Background: an optimization exercise with open tools, aiming at small area, a short achievable clock period and few clock cycles per item. Do not read the settings as production practice.
At most, simulation tests tie the RTL to the original design; equivalence was not proved.
No activity file was given, so power comes from the tool's default toggle rates.

==> indigo <==
// mm_muldiv
module mm_muldiv (
    input  wire        clk,
    input  wire        rst,       
    input  wire        start,     
    input  wire [1:0]  op,
    input  wire [23:0] a_in,
    input  wire [23:0] l_in,
    input  wire [23:0] m_in,
    output wire        busy,
    output reg         done,      
    output wire [23:0] a_out,
    output wire [23:0] l_out,
    output wire        err
);
==> module mm_muldiv, before the edit <==
module mm_muldiv (
    input  wire        clk,
    input  wire        rst,       
    input  wire        start,     
    input  wire [1:0]  op,
    input  wire [23:0] a_in,
    input  wire [23:0] l_in,
    input  wire [23:0] m_in,
    output wire        busy,
    output reg         done,      
    output wire [23:0] a_out,
    output wire [23:0] l_out,
    output wire        err
);
    localparam OP_SMP = 2'd1;
    localparam OP_MPM = 2'd2;
    localparam OP_DIV = 2'd3;
    localparam PH_MUL  = 3'd1;    
    localparam PH_CHK  = 3'd2;    
    localparam PH_PRE  = 3'd3;    
    localparam PH_DIV  = 3'd4;    
    localparam PH_DEN  = 3'd5;    
    reg        busy_r;
    reg [2:0]  ph;
    reg [5:0]  cnt;        
    reg [3:0]  k2;         
    reg        mf;         
    reg        ovf;        
    reg        dz;         
    reg        sgn_q;      
    reg        sgn_r;      
    reg        bprev;      
    reg [22:0] mr;         
    reg [23:0] r;          
    reg [23:0] q;          
    assign busy = busy_r;
    wire        is_div  = (op == OP_DIV);
    wire        is_smp  = (op == OP_SMP);
    wire        m_zero  = (m_in[22:0] == 23'd0);
    wire        ld_dz   = is_div & m_zero;
    wire [23:0] r_load  = is_div ? {1'b0, (m_zero ? l_in[22:0] : a_in[22:0])} : 24'd0;
    wire [23:0] q_load  = is_smp ? {15'd0, a_in[22:14]} :
                          (is_div & !m_zero) ? {l_in[0], 1'b0, l_in[22:1]} :
                          {1'b0, a_in[22:0]};
    wire [22:0] m_load  = is_smp ? {m_in[22:14], 14'd0} : m_in[22:0];
    wire ph_mul = (ph == PH_MUL);
    wire ph_den = (ph == PH_DEN);
    wire ph_div = (ph == PH_DIV);
    wire ph_pre = (ph == PH_PRE) | (ph == PH_CHK);
    wire shr    = ph_mul | ph_den;           
    wire b_one = ph_mul ? (q[0] ^ bprev) : !ph_den;
    wire b_two = ph_mul & ((q[1] & !q[0] & !bprev) | (!q[1] & q[0] & bprev));
    wire b_neg = ph_mul ? q[1] : !ph_den;
    wire [25:0] y_mag = b_one ? {3'd0, mr} : b_two ? {2'd0, mr, 1'b0} : 26'd0;
    wire [25:0] y     = y_mag ^ {26{b_neg}};
    wire [25:0] x     = ph_div ? {2'b00, r[22:0], q[22]} : {{2{r[23]}}, r};
    wire [25:0] t     = x + y + {25'd0, b_neg};
    wire        ge    = !t[25];
    wire        qin   = ph_pre ? q[23] : (ovf ? 1'b0 : ge);
    wire        mr_sh = (ph == PH_PRE) && (mr[22:21] == 2'b00);
    always @(posedge clk) begin
        if (!busy_r) begin
            r     <= r_load;
            q     <= q_load;
            mr    <= m_load;
            bprev <= 1'b0;
            k2    <= 4'd0;
            mf    <= !op[0];
            ovf   <= 1'b0;
            dz    <= ld_dz;
            sgn_q <= (op == OP_MPM) ? 1'b0 : (ld_dz ? a_in[23] : a_in[23] ^ m_in[23]);
            sgn_r <= is_div & (m_zero ? l_in[23] : a_in[23]);
        end else begin
            if (shr) begin
                r <= t[25:2];
                q <= {t[1:0], q[23:2]};
            end else begin
                r <= ge ? t[23:0] : x[23:0];
                q <= {q[22:0], qin};
            end
            bprev <= q[1];
            if (mr_sh) begin
                mr <= {mr[20:0], 2'b00};
                k2 <= k2 + 4'd1;
            end
            if (ph == PH_CHK)
                ovf <= ge;
        end
    end
    always @(posedge clk) begin
        if (rst) begin
            busy_r <= 1'b0;
            done   <= 1'b0;
            ph     <= 3'd0;
        end else begin
            done <= 1'b0;
            if (!busy_r) begin
                if (start) begin
                    if (ld_dz) begin
                        done <= 1'b1;
                    end else begin
                        busy_r <= 1'b1;
                        ph     <= is_div ? PH_CHK : PH_MUL;
                        cnt    <= is_smp ? 6'd6 : 6'd11;
                    end
                end
            end else begin
                cnt <= cnt - 6'd1;
                case (ph)
                    PH_CHK: begin
                        ph  <= ge ? PH_PRE : PH_DIV;
                        cnt <= ge ? 6'd23 : 6'd22;
                    end
                    PH_PRE: if (cnt == 6'd0) begin
                        ph  <= PH_DIV;
                        cnt <= 6'd22 + {1'b0, k2, 1'b0};
                    end
                    PH_DIV: if (cnt == 6'd0) begin
                        if (ovf && k2 != 4'd0) begin
                            ph  <= PH_DEN;
                            cnt <= {2'b00, k2} - 6'd1;
                        end else begin
                            busy_r <= 1'b0;
                            done   <= 1'b1;
                            ph     <= 3'd0;
                        end
                    end
                    default: if (cnt == 6'd0) begin    
                        busy_r <= 1'b0;
                        done   <= 1'b1;
                        ph     <= 3'd0;
                    end
                endcase
            end
        end
    end
    assign a_out = {sgn_q, mf ? {r[21:0], q[23]} : (ovf ? 23'h7FFFFF : q[22:0])};
    assign l_out = {sgn_r & (dz | (r[22:0] != 23'd0)), mf ? q[22:0] : r[22:0]};
    assign err   = ovf | dz;
endmodule
Settings: LEC_CHECK=0, CAP_MARGIN=20, CORE_MARGIN=2, CORE_UTILIZATION=40, SLEW_MARGIN=20; clock period 5.0 ns.
run.sh (not shown) runs the stock make flow with config.mk's settings and CLKGATE_MAP_FILE= SYNTH_SCRIPT=/design/flow/synth_recipe.tcl, a recipe that flattens the netlist after the stock synthesis.
==> garnet (differences from indigo) <==
==> flow/design.v (replaced) <==
module mm_muldiv (
    input  wire        clk,
    input  wire        rst,       
    input  wire        start,     
    input  wire [1:0]  op,
    input  wire [23:0] a_in,
    input  wire [23:0] l_in,
    input  wire [23:0] m_in,
    output wire        busy,
    output wire        done,      
    output wire [23:0] a_out,
    output wire [23:0] l_out,
    output wire        err
);
    localparam OP_SMP = 2'd1;
    localparam OP_MPM = 2'd2;
    localparam OP_DIV = 2'd3;
    localparam PH_MUL  = 3'd1;    
    localparam PH_CHK  = 3'd2;    
    localparam PH_PRE  = 3'd3;    
    localparam PH_DIV  = 3'd4;    
    localparam PH_FIX  = 3'd5;    
    localparam PH_DEN  = 3'd6;    
    reg        busy_r;
    reg [2:0]  ph;
    reg [5:0]  cnt;        
    reg [3:0]  k2;         
    reg        mf;         
    reg        ovf;        
    reg        dz;         
    reg        sgn_q;      
    reg        sgn_r;      
    reg [22:0] mr;         
    reg [23:0] r;          
    reg [23:0] q;          
    reg        c_one;      
    reg        c_two;      
    reg        c_neg;      
    reg        c_xdiv;     
    reg        c_shr;      
    reg        c_hold;     
    reg        c_rot;      
    reg        done_r;
    wire       fin_now = (ph == PH_FIX) && !r[23] && !(ovf && k2 != 4'd0);
    assign busy = busy_r & !fin_now;
    assign done = done_r | fin_now;
    wire        is_div  = (op == OP_DIV);
    wire        is_smp  = (op == OP_SMP);
    wire        m_zero  = (m_in[22:0] == 23'd0);
    wire        ld_dz   = is_div & m_zero;
    wire [23:0] r_load  = is_div ? {1'b0, (m_zero ? l_in[22:0] : a_in[22:0])} : 24'd0;
    wire [23:0] q_load  = is_smp ? {15'd0, a_in[22:14]} :
                          (is_div & !m_zero) ? {l_in[0], 1'b0, l_in[22:1]} :
                          {1'b0, a_in[22:0]};
    wire [22:0] m_load  = is_smp ? {4'd0, m_in[22:14], 10'd0} : m_in[22:0];
    wire        neg   = c_neg;
    wire [25:0] y_mag = ({26{c_one}} & {3'd0, mr}) | ({26{c_two}} & {2'd0, mr, 1'b0});
    wire [25:0] y     = y_mag ^ {26{neg}};
    wire [25:0] x     = c_xdiv ? {r[23], r, q[22]} : {{2{r[23]}}, r};
    wire [25:0] t     = x + y + {25'd0, neg};
    wire        tneg  = t[23];         
    wire        qin   = c_rot ? q[23] : (!ovf & !tneg);
    always @(posedge clk) begin
        if (!busy) begin
            r     <= r_load;
            q     <= q_load;
            mr    <= m_load;
            k2    <= 4'd0;
            mf    <= !op[0];
            ovf   <= 1'b0;
            dz    <= ld_dz;
            sgn_q <= (op == OP_MPM) ? 1'b0 : (ld_dz ? a_in[23] : a_in[23] ^ m_in[23]);
            sgn_r <= is_div & (m_zero ? l_in[23] : a_in[23]);
        end else begin
            if (c_shr) begin
                r <= t[25:2];
                q <= {t[1:0], q[23:2]};
            end else begin
                r <= t[23:0];
                if (!c_hold)
                    q <= {q[22:0], qin};
            end
            if (ph == PH_PRE && mr[22:21] == 2'b00) begin
                mr <= {mr[20:0], 2'b00};
                k2 <= k2 + 4'd1;
            end
            if (ph == PH_CHK)
                ovf <= !tneg;
        end
    end
    function [2:0] booth;    
        input b1, b0, bm;
        booth = {b0 ^ bm, (b1 & !b0 & !bm) | (!b1 & b0 & bm), b1};
    endfunction
    wire [2:0] dig_load = booth(q_load[1], q_load[0], 1'b0);
    wire [2:0] dig_next = booth(q[3], q[2], q[1]);
    wire       last     = (cnt == 6'd0);
    wire       den_next = ovf && k2 != 4'd0;
    always @(posedge clk) begin
        if (!busy) begin
            {c_one, c_two, c_neg} <= is_div ? 3'b101 : dig_load;
            c_xdiv <= 1'b0;
            c_shr  <= !is_div;
            c_hold <= 1'b0;
            c_rot  <= 1'b1;
            cnt    <= is_smp ? 6'd4 : 6'd11;
        end else begin
            cnt <= cnt - 6'd1;
            case (ph)
                PH_MUL: {c_one, c_two, c_neg} <= dig_next;
                PH_CHK: begin
                    c_neg  <= !tneg;
                    c_xdiv <= tneg;
                    c_rot  <= !tneg;
                    cnt    <= {5'b01011, !tneg};
                end
                PH_PRE: begin
                    c_neg  <= !tneg;
                    if (last) begin
                        c_xdiv <= 1'b1;
                        c_rot  <= 1'b0;
                        cnt    <= 6'd22 + {1'b0, k2, 1'b0};
                    end
                end
                PH_DIV: begin
                    c_neg  <= !tneg;
                    if (last) begin
                        {c_one, c_two, c_neg} <= {tneg, 2'b00};
                        c_xdiv <= 1'b0;
                        c_hold <= 1'b1;
                    end
                end
                PH_FIX: begin
                    {c_one, c_two, c_neg} <= 3'b000;
                    c_shr <= 1'b1;
                    cnt   <= {2'b00, k2} - 6'd1;
                end
                default: ;
            endcase
        end
    end
    always @(posedge clk) begin
        if (rst) begin
            busy_r <= 1'b0;
            done_r <= 1'b0;
            ph     <= 3'd0;
        end else begin
            done_r <= 1'b0;
            if (!busy) begin
                busy_r <= start & !ld_dz;
                done_r <= start & ld_dz;
                ph     <= (!start | ld_dz) ? 3'd0 : is_div ? PH_CHK : PH_MUL;
            end else begin
                case (ph)
                    PH_CHK: ph <= tneg ? PH_DIV : PH_PRE;
                    PH_PRE: if (last) ph <= PH_DIV;
                    PH_DIV: if (last) ph <= PH_FIX;
                    PH_FIX: begin
                        if (den_next)
                            ph <= PH_DEN;
                        else begin
                            busy_r <= 1'b0;
                            ph     <= 3'd0;
                            done_r <= 1'b1;      
                        end
                    end
                    default: if (last) begin    
                        busy_r <= 1'b0;
                        done_r <= 1'b1;
                        ph     <= 3'd0;
                    end
                endcase
            end
        end
    end
    assign a_out = {sgn_q, mf ? {r[21:0], q[23]} : (ovf ? 23'h7FFFFF : q[22:0])};
    assign l_out = {sgn_r & (dz | (r[22:0] != 23'd0)), mf ? q[22:0] : r[22:0]};
    assign err   = ovf | dz;
endmodule
==> flow/flow/run.sh (new file) <==
#!/bin/bash
set -euo pipefail
bash standard.sh "BUFFER_PORTS_ARGS=-buffer_cell sky130_fd_sc_hd__buf_1" finish > standard_flow.log 2>&1
==> flow/standard.sh (new file) <==
#!/bin/bash
# synth_recipe.tcl (not shown) runs the flow's synth.tcl, then flattens the netlist and writes it again
# the make line also repeats each setting of config.mk as NAME=value (left out here)
make -C /OpenROAD-flow-scripts/flow DESIGN_CONFIG=/design/flow/config.mk WORK_HOME=/design/flow/orfs CLKGATE_MAP_FILE= SYNTH_SCRIPT=/design/flow/synth_recipe.tcl "${@:-finish}"
--- a/flow/config.mk
+++ b/flow/config.mk
@@ -5,7 +5,9 @@
 export SDC_FILE = /design/flow/constraint.sdc
 export NUM_CORES = 4
 export LEC_CHECK = 0
+export ABC_AREA = 1
 export CAP_MARGIN = 20
 export CORE_MARGIN = 2
 export CORE_UTILIZATION = 40
+export SETUP_SLACK_MARGIN = 2.0
 export SLEW_MARGIN = 20
removed: flow/run.sh
==> notes.md <==
garnet ran to the end with no violations. indigo finished clean. Register-to-register slack: garnet is better than indigo (1.4 ns). Of garnet and indigo, indigo has the higher sequential power (gap about 6%, measured against indigo). Of indigo and garnet, garnet has the higher synthesized cell count (gap about 27%, measured against garnet). In indigo the clock power is larger than in garnet, by about 6%. In indigo the core utilization is higher than in garnet, by 0.94 points. In garnet the combinational power is larger than in indigo, by about 2%. Between indigo and garnet, the lower global-route usage is in indigo (gap 3.7 points). In garnet the final cell count is larger than in indigo, by about 30%.
==> figures <==
Status: indigo finished clean; garnet finished clean
Multi-input combinational area share: indigo 55.2%; garnet 54.4%
Synthesized Nets: indigo 1,046; garnet 1,390
Area growth from synthesis to layout: indigo 22.2%; garnet 21.4%
Ratio of routed vias to standard cells: indigo 5.79; garnet 5.58
Dpl cells: indigo 1,272; garnet 1,633
Worst R2R End: indigo r[9]$_DFF_P_; garnet c_one$_DFFE_PP_
GRT met3 Usage: indigo 2.53%; garnet 3.57%
Reg-to-reg setup timing slack: indigo 0.58 ns; garnet 2.00 ns
Summed area of non-filler cells in the final layout: indigo 9490 um2; garnet 10,300 um2
Total power: indigo 4.88 mW; garnet 4.83 mW
Maximum resistive drop on vdd: indigo 0.289 mV; garnet 0.233 mV
Worst hold start: indigo q[23]$_DFF_P_; garnet c_hold$_SDFFE_PN0P_
Mux contribution to synthesized area: indigo 16.7%; garnet 0%
Adder-cell share of the synthesized area: indigo 4.93%; garnet 4.79%
Crit path max fanout: indigo 23; garnet 6
RD Place Congestion: indigo 0.878; garnet 0.963
Testbench counts of garnet, summed over its fixed seeds: cycles 121,513, items 8,000.
The RTL of indigo was laid out without a check of its function.

afterwards: timing with drivers on the ports:
No port has a modelled driver above. Below, the same layouts with a new extraction and two added sets of constraints.
Step 1 assumes that a clkbuf_16 drives the clock port and a buf_2 every other input.
Step 2 also shifts input and output timing later by t, the mid clock arrival at the registers, as if the neighbouring blocks saw the same clock.
Three values: ideal ports, drivers, drivers and shift; two values: the first two.
run	shift t [ns]	slack for setup (ns)	worst register clock-pin slew, ns	cell pins on the clock port's net
indigo	0.394	0.579 / 0.579 / 0.579	0.08 / 0.08	1
garnet	0.401	2.005 / 1.970 / 1.778	0.08 / 0.08	1
After both steps every run listed still meets setup and hold. For garnet, which loses most, drivers alone change the setup slack by -0.035 ns; drivers and shift together by -0.227 ns.
